What follows belongs to an exercise in optimizing a design on an open flow for small area; a production flow would make more cautious choices. Only the layout flow was run in this run; the RTL was not checked for function there. Power figures rest on the tool's default switching activity, not on a simulated workload.

--- run.sh ---
#!/bin/bash
# synth_recipe.tcl (not shown) runs the flow's synth.tcl, then flattens the netlist and writes it again
# the make line also repeats each setting of config.mk as NAME=value (left out here)
make -C /OpenROAD-flow-scripts/flow DESIGN_CONFIG=/design/flow/config.mk WORK_HOME=/design/flow/orfs CLKGATE_MAP_FILE= SYNTH_SCRIPT=/design/flow/synth_recipe.tcl finish
--- config.mk ---
export PLATFORM = sky130hd
export DESIGN_NAME = frame_codec
export DESIGN_NICKNAME = frame_codec
export VERILOG_FILES = /design/flow/design.v
export SDC_FILE = /design/flow/constraint.sdc
export NUM_CORES = 4
export LEC_CHECK = 0
export CAP_MARGIN = 20
export CORE_MARGIN = 2
export CORE_UTILIZATION = 40
export SLEW_MARGIN = 20
--- constraint.sdc ---
create_clock -name core_clock -period 6.0 [get_ports {clk}]
set_input_delay 1.2000 -clock core_clock [delete_from_list [all_inputs] [get_ports {clk}]]
set_output_delay 1.2000 -clock core_clock [all_outputs]
set_load 0.01 [all_outputs]
--- design.v ---
module frame_codec (
    input  wire        clk,
    input  wire        rst,
    input  wire        enc_start,
    output wire        enc_busy,
    output wire        tx_valid,
    output wire [7:0]  tx_data,
    output wire        tx_last,
    input  wire        tx_ready,
    input  wire        rx_valid,
    input  wire [7:0]  rx_data,
    input  wire        rx_end,
    output reg         res_valid,
    output reg  [2:0]  res_kind,
    output reg  [3:0]  res_reason,
    output reg  [16:0] res_len,
    output reg  [7:0]  res_type,
    output reg  [7:0]  res_cmd,
    output reg  [15:0] res_dlen,
    output reg  [7:0]  res_chk_computed,
    output reg  [7:0]  res_chk_received,
    output reg  [7:0]  res_code,
    output reg  [7:0]  res_rssi,
    output reg  [15:0] res_pc,
    output reg  [95:0] res_epc
);
    reg       enc_busy_q;
    reg [2:0] enc_idx;
    reg [7:0] inv_byte;
    always @(*) begin
        case (enc_idx)
            3'd0:    inv_byte = 8'hBB;
            3'd1:    inv_byte = 8'h00;
            3'd2:    inv_byte = 8'h22;
            3'd3:    inv_byte = 8'h00;
            3'd4:    inv_byte = 8'h00;
            3'd5:    inv_byte = 8'h22;
            3'd6:    inv_byte = 8'h7E;
            default: inv_byte = 8'h00;
        endcase
    end
    assign enc_busy = enc_busy_q;
    assign tx_valid = enc_busy_q;
    assign tx_data  = enc_busy_q ? inv_byte : 8'h00;
    assign tx_last  = enc_busy_q && (enc_idx == 3'd6);
    always @(posedge clk) begin
        if (rst) begin
            enc_busy_q <= 1'b0;
            enc_idx    <= 3'd0;
        end else if (!enc_busy_q) begin
            if (enc_start) begin
                enc_busy_q <= 1'b1;
                enc_idx    <= 3'd0;
            end
        end else if (tx_ready) begin
            if (enc_idx == 3'd6) begin
                enc_busy_q <= 1'b0;
                enc_idx    <= 3'd0;
            end else begin
                enc_idx <= enc_idx + 3'd1;
            end
        end
    end
    localparam [16:0] CNT_MAX = 17'h1FFFF;
    reg [16:0] dec_cnt;
    reg [7:0]  dec_sum;
    reg [7:0]  dec_d1, dec_d2;
    reg        dec_sok;
    reg [7:0]  dec_type, dec_cmd, dec_lenhi, dec_lenlo;
    reg [135:0] dec_pay;     
    reg [16:0] w_cnt;
    reg [7:0]  w_sum;
    reg [7:0]  w_d1, w_d2;
    reg        w_sok;
    reg [7:0]  w_type, w_cmd, w_lenhi, w_lenlo;
    reg [135:0] w_pay;
    integer    j;
    always @(*) begin
        w_cnt   = dec_cnt;
        w_sum   = dec_sum;
        w_d1    = dec_d1;
        w_d2    = dec_d2;
        w_sok   = dec_sok;
        w_type  = dec_type;
        w_cmd   = dec_cmd;
        w_lenhi = dec_lenhi;
        w_lenlo = dec_lenlo;
        w_pay   = dec_pay;
        if (rx_valid) begin
            if (dec_cnt >= 17'd3)
                w_sum = dec_sum + dec_d2;
            w_d2 = dec_d1;
            w_d1 = rx_data;
            if (dec_cnt == 17'd0) w_sok   = (rx_data == 8'hBB);
            if (dec_cnt == 17'd1) w_type  = rx_data;
            if (dec_cnt == 17'd2) w_cmd   = rx_data;
            if (dec_cnt == 17'd3) w_lenhi = rx_data;
            if (dec_cnt == 17'd4) w_lenlo = rx_data;
            for (j = 0; j < 17; j = j + 1)
                if (dec_cnt == 17'd5 + j)
                    w_pay[8*j +: 8] = rx_data;
            if (dec_cnt != CNT_MAX)
                w_cnt = dec_cnt + 17'd1;
        end
    end
    localparam [2:0] K_SUCCESS = 3'd1, K_NO_TAG = 3'd2,
                     K_READER_ERROR = 3'd3, K_PROTOCOL_ERROR = 3'd4;
    localparam [3:0] R_NONE = 4'd0, R_EMPTY = 4'd1, R_TOO_SHORT = 4'd2,
                     R_BAD_MARKERS = 4'd3, R_CHECKSUM = 4'd4,
                     R_LENGTH = 4'd5, R_BAD_SUCCESS_LEN = 4'd6,
                     R_BAD_ERROR_LEN = 4'd7, R_UNKNOWN_TYPE = 4'd8;
    reg [2:0]  o_kind;
    reg [3:0]  o_reason;
    reg        o_hdr;
    reg [7:0]  o_chk_computed, o_chk_received;
    reg [7:0]  o_code, o_rssi;
    reg [15:0] o_pc;
    reg [95:0] o_epc;
    reg [15:0] w_dlen;
    reg [16:0] w_total;
    always @(*) begin
        w_dlen  = {w_lenhi, w_lenlo};
        w_total = {1'b0, w_dlen} + 17'd7;
        o_kind         = K_PROTOCOL_ERROR;
        o_reason       = R_NONE;
        o_hdr          = 1'b1;
        o_chk_computed = 8'h00;
        o_chk_received = 8'h00;
        o_code         = 8'h00;
        o_rssi         = 8'h00;
        o_pc           = 16'h0000;
        o_epc          = 96'h0;
        if (w_cnt == 17'd0) begin
            o_reason = R_EMPTY;
            o_hdr    = 1'b0;
        end else if (w_cnt < 17'd8) begin
            o_reason = R_TOO_SHORT;
            o_hdr    = 1'b0;
        end else if (!w_sok || w_d1 != 8'h7E) begin
            o_reason = R_BAD_MARKERS;
        end else if (w_sum != w_d2) begin
            o_reason       = R_CHECKSUM;
            o_chk_computed = w_sum;
            o_chk_received = w_d2;
        end else if (w_total != w_cnt) begin
            o_reason = R_LENGTH;
        end else if (w_type == 8'h02 && w_cmd == 8'h22) begin
            if (w_dlen != 16'd17) begin
                o_reason = R_BAD_SUCCESS_LEN;
            end else begin
                o_kind = K_SUCCESS;
                o_rssi = w_pay[7:0];
                o_pc   = {w_pay[15:8], w_pay[23:16]};
                o_epc  = {w_pay[31:24], w_pay[39:32], w_pay[47:40],  w_pay[55:48],
                          w_pay[63:56], w_pay[71:64], w_pay[79:72],  w_pay[87:80],
                          w_pay[95:88], w_pay[103:96], w_pay[111:104], w_pay[119:112]};
            end
        end else if (w_type == 8'h01 && w_cmd == 8'hFF) begin
            if (w_dlen != 16'd1) begin
                o_reason = R_BAD_ERROR_LEN;
            end else begin
                o_kind = (w_pay[7:0] == 8'h15) ? K_NO_TAG : K_READER_ERROR;
                o_code = w_pay[7:0];
            end
        end else begin
            o_reason = R_UNKNOWN_TYPE;
        end
    end
    always @(posedge clk) begin
        if (rst) begin
            dec_cnt   <= 17'd0;
            dec_sum   <= 8'h00;
            dec_d1    <= 8'h00;
            dec_d2    <= 8'h00;
            dec_sok   <= 1'b0;
            dec_type  <= 8'h00;
            dec_cmd   <= 8'h00;
            dec_lenhi <= 8'h00;
            dec_lenlo <= 8'h00;
            dec_pay   <= 136'h0;
            res_valid        <= 1'b0;
            res_kind         <= 3'd0;
            res_reason       <= 4'd0;
            res_len          <= 17'd0;
            res_type         <= 8'h00;
            res_cmd          <= 8'h00;
            res_dlen         <= 16'h0000;
            res_chk_computed <= 8'h00;
            res_chk_received <= 8'h00;
            res_code         <= 8'h00;
            res_rssi         <= 8'h00;
            res_pc           <= 16'h0000;
            res_epc          <= 96'h0;
        end else if (rx_end) begin
            res_valid        <= 1'b1;
            res_kind         <= o_kind;
            res_reason       <= o_reason;
            res_len          <= w_cnt;
            res_type         <= o_hdr ? w_type : 8'h00;
            res_cmd          <= o_hdr ? w_cmd  : 8'h00;
            res_dlen         <= o_hdr ? w_dlen : 16'h0000;
            res_chk_computed <= o_chk_computed;
            res_chk_received <= o_chk_received;
            res_code         <= o_code;
            res_rssi         <= o_rssi;
            res_pc           <= o_pc;
            res_epc          <= o_epc;
            dec_cnt   <= 17'd0;
            dec_sum   <= 8'h00;
            dec_d1    <= 8'h00;
            dec_d2    <= 8'h00;
            dec_sok   <= 1'b0;
            dec_type  <= 8'h00;
            dec_cmd   <= 8'h00;
            dec_lenhi <= 8'h00;
            dec_lenlo <= 8'h00;
            dec_pay   <= 136'h0;
        end else if (rx_valid) begin
            res_valid <= 1'b0;
            dec_cnt   <= w_cnt;
            dec_sum   <= w_sum;
            dec_d1    <= w_d1;
            dec_d2    <= w_d2;
            dec_sok   <= w_sok;
            dec_type  <= w_type;
            dec_cmd   <= w_cmd;
            dec_lenhi <= w_lenhi;
            dec_lenlo <= w_lenlo;
            dec_pay   <= w_pay;
        end
    end
endmodule
==> results.yml <==
place:
  dp_hpwl_mm: 32.4
  place.gp.congestion: 0.879
  dpl-instance-area_sq_mm: 0.0192
  portBuffers: 225
synth:
  synth_edf_count: 0
  synth_seq_cells: 399
  netlist_area_sq_mm: 0.0165
  syn_inst: 1782
  synthArstFlopShare: 0
  syn-num-nets: 1810
  synth_area_per_cell_sq_um: 9.27
  yosysSeqAreaShare: 0.483
  ys_warn_count: 1
  synthFlopType: "dfxtp_1"
  netlist-cell-type-count: 72
timing:
  tightest_slew_ns: 1.10
  skew_ns: 0.0226
  rsz0062_at_grt: "no"
  setup_violations: 0
  post-route-period-util: 0.901
  slew_violations: 0
  hold_violations: 0
  fin_crit_ns: 5.40
  maxSlewHeadroom: 0.266
  fin_tns_setup_ns: 0
  fmax_ghz: 0.185
power:
  irDropWorstVdd_mv: 0.180
  swShare: 0.223
  seq_power_share: 0.478
  p_comb_frac: 0.036
  power_density_mw_per_mm2: 271
  p_int_mw: 4.34
  total_leakage_power_nw: 8.20
  p_clk_frac: 0.485
  power.switching_mw: 1.24
clock_tree:
  cts_setup_buffers: 0
  htree_levels: 2
  clk_pin_slew_ns: 0.06
  clk_path_buf_depth: 3
  clk_latency_ns: 0.57
  numClockSinks: 399
  numCtsBuffers: 43
  cts_hold_buf: 0
  cts_tree: "done"
  cts_resized: 0
  cts-root-buf: "clkbuf_16"
worst_setup_path:
  cp-start-kind: "input port"
  reg2reg_depth: 17
  crit_path_end_kind: "flip-flop"
  rrSetupSlack_ns: 0.93
  cp.required_ns: 6.41
  r2r_end: "res_epc[0]"
  r2r-start: "dec_cnt[0]"
  critPathKind: "in2reg"
  cp_cell_sequence: "clkdlybuf4s50_1, nor4bb_1, nand4_1, nor2_1, mux2i_1, ha_1, nand2b_1, nand2_1, a21oi_1, nor2_1, or4b_1, and3_1, o22a_1, and3_1, nand4_4, buf_12, o31ai_1"
  critPathBufInv: 2
  cp_top_family: "simple AND/OR/NAND/NOR gates"
  cp_data_arrival_time_ns: 5.81
  crit_fanout: 130
  cp-startpoint: "rx_valid"
  slowest_delay_ns: 0.55
  crit_slowest_cell: "or4b_1"
drt:
  first_pass_iters: 5
  drt_iter0_drc: 870
  dr_total_vias: 13600
  drc_errors: 0
  avgViaCountPerCell: 5.38
  finalWirelength_mm: 48.9
  ant_nets: 0
  avgRoutedWirePerCell_um: 19.4
finish:
  final_layout_size_suffix_gt1_frac: 0.105
  area_delta_synth_final_pct: 24.8
  final_cell_mix: "399 x dfxtp_1, 273 x nor2_1, 243 x nand2_1, 223 x clkdlybuf4s50_1, 156 x mux2i_1"
  layout_commonest_cell: "dfxtp_1"
  fin_nets: 1990
  diodes: 0
  fin_area_sq_mm: 0.0206
die:
  initial_utilization: 0.405
  die_w_um: 207
  io_pins: 226
  fp.coreArea_sq_mm: 0.0408
  die-area_sq_mm: 0.0430
  die_h_um: 207
  rows: 74
hold_path:
  worstHoldPathCells: 2
  hold_path.class: "reg2reg"
  holdPathEnd: "res_code[3]"
  min_from: "res_code[3]"
global_route:
  first_global_vias: 12900
  grt_max_degree: 131
  grtUsageTotal: 0.223
  grt_pass1_wl_mm: 76.5
  grt-ovfl-total: 0
  antenna_found_initial: 0
run:
  drv_cap: 0
run_status:
  status: "finished clean"
[layer usage]
layer / track usage / share of wire / vias to the layer above
li1: - / - / 6576
met1: 0.318 / 0.48 / 6576
met2: 0.349 / 0.45 / 369
met3: 0.0349 / 0.051 / 66
met4: 0.0611 / 0.021 / 0
met5: 0 / 0 / -
[sequential cells by signal, indices dropped and copies added (netlist names), 8 cells and up]
signal / cells
res_len: 17
dec_sum: 8
res_type: 8
res_chk_received: 8
dec_lenhi: 8
dec_pay: 120
dec_cmd: 8
res_pc: 16
res_rssi: 8
res_chk_computed: 8
res_epc: 96
dec_type: 8
res_code: 8
res_cmd: 8
dec_d2: 8
dec_cnt: 17
dec_d1: 8
res_dlen: 16
dec_lenlo: 8
[synthesized netlist by cell type, types with 7 or more instances]
cell      instances  area share
a211oi_1         16      0.0073
a21o_1            8      0.0036
a21oi_1          63       0.019
a31oi_1           7      0.0026
and3_1           10      0.0038
and4_1            9      0.0048
buf_1             9      0.0020
buf_2            10      0.0030
buf_4             9      0.0041
buf_6            11      0.0075
clkbuf_1         93       0.021
dfxtp_1         399        0.48
ha_1             13      0.0098
inv_1             9      0.0020
mux2i_1         156       0.094
nand2_1         243       0.055
nand3_1          29      0.0088
nand4_1          21      0.0079
nor2_1          274       0.062
nor3_1           21      0.0064
nor4_1           16      0.0061
o21ai_0          66       0.020
o31ai_1          61       0.028
o31ai_2          70       0.053
xnor2_1          28       0.015
xor2_1           20       0.011
[logic make-up after synthesis]
| kind of cell | synth area share |
|---|---|
| buf+inv | 0.0405 |
| compound gates | 0.154 |
| fa+ha+maj | 0.0111 |
| xor+xnor | 0.0282 |
| flops | 0.483 |
| mux | 0.0972 |
| simple gates | 0.186 |
[worst max path at each step]
stage | slack [ns] | end | depth (start not counted)
floorplan | 1.28 | res_epc[30] | 18
global route | 0.37 | res_epc[0] | 17
detailed placement | 0.17 | res_epc[3] | 17
finish | 0.60 | res_epc[0] | 17
global placement | 0.25 | res_kind[1] | 17
CTS | 0.76 | res_epc[0] | 17
[tightest hold or removal path, delay by kind of cell, from the launching register on]
kind	cells	cell delay, ns
DFF	1	0.32
and+or+nand+nor	1	0.05
AOI/OAI and AO/OA	1	0.05
[stage by stage]
step / hold slack (ns) / worst slack, ns / cells / util / power [mW]
floorplan: 0.447 / 1.28 / 1782 / - / 2.84
global placement: 0.438 / 0.250 / 2449 / 0.470 / 2.93
detailed placement: 0.439 / 0.166 / 2449 / 0.470 / 2.93
CTS: 0.453 / 0.760 / 2526 / 0.505 / 5.64
global route: 0.471 / 0.374 / 2526 / 0.505 / 5.76
finish: 0.447 / 0.596 / 2526 / 0.505 / 5.58
[final cells by class]
type	instances	area (sq um)
well taps	532	666
clock buffers	59	1200
inverters	12	45.0
multi-input cells	1239	7900
clock inverters	18	238
repair buffers	267	2590
fillers	3900	20200
flip-flops and latches	399	7990
[power groups by stage]
stage | combinational, mW | sequential (mW) | clock (mW)
after global placement | 0.201 | 2.73 | 0
after detailed placement | 0.202 | 2.73 | 0
after CTS | 0.203 | 2.67 | 2.76
after floorplan | 0.112 | 2.73 | 0
final | 0.202 | 2.67 | 2.71
after global routing | 0.216 | 2.67 | 2.87

-- static timing again, ports no longer ideal --
The flow's constraints put no driver on any port. The routed layout listed below was extracted and timed again, unchanged, in two steps.
Step 1 assumes that a clkbuf_16 drives the clock port and a buf_2 every other input.
Step 2 adds t to the input delays and takes it off the output delays; t is the mean of the earliest and latest rising clock arrival at the registers after step 1. Input paths then give back, and output paths get back, about the clock's delay inside the block.
a / b / c = no drivers / after step 1 / after step 2; a / b = the first two.
shift t [ns]: 0.615
setup slack, ns: 0.596 / 0.597 / -0.017
latest minus earliest clock arrival (ns): 0.023 / 0.023
With both steps, setup timing fails in this run, where it was met with ideal ports. For this run, drivers alone change the setup slack by +0.001 ns; drivers and shift together by -0.613 ns.
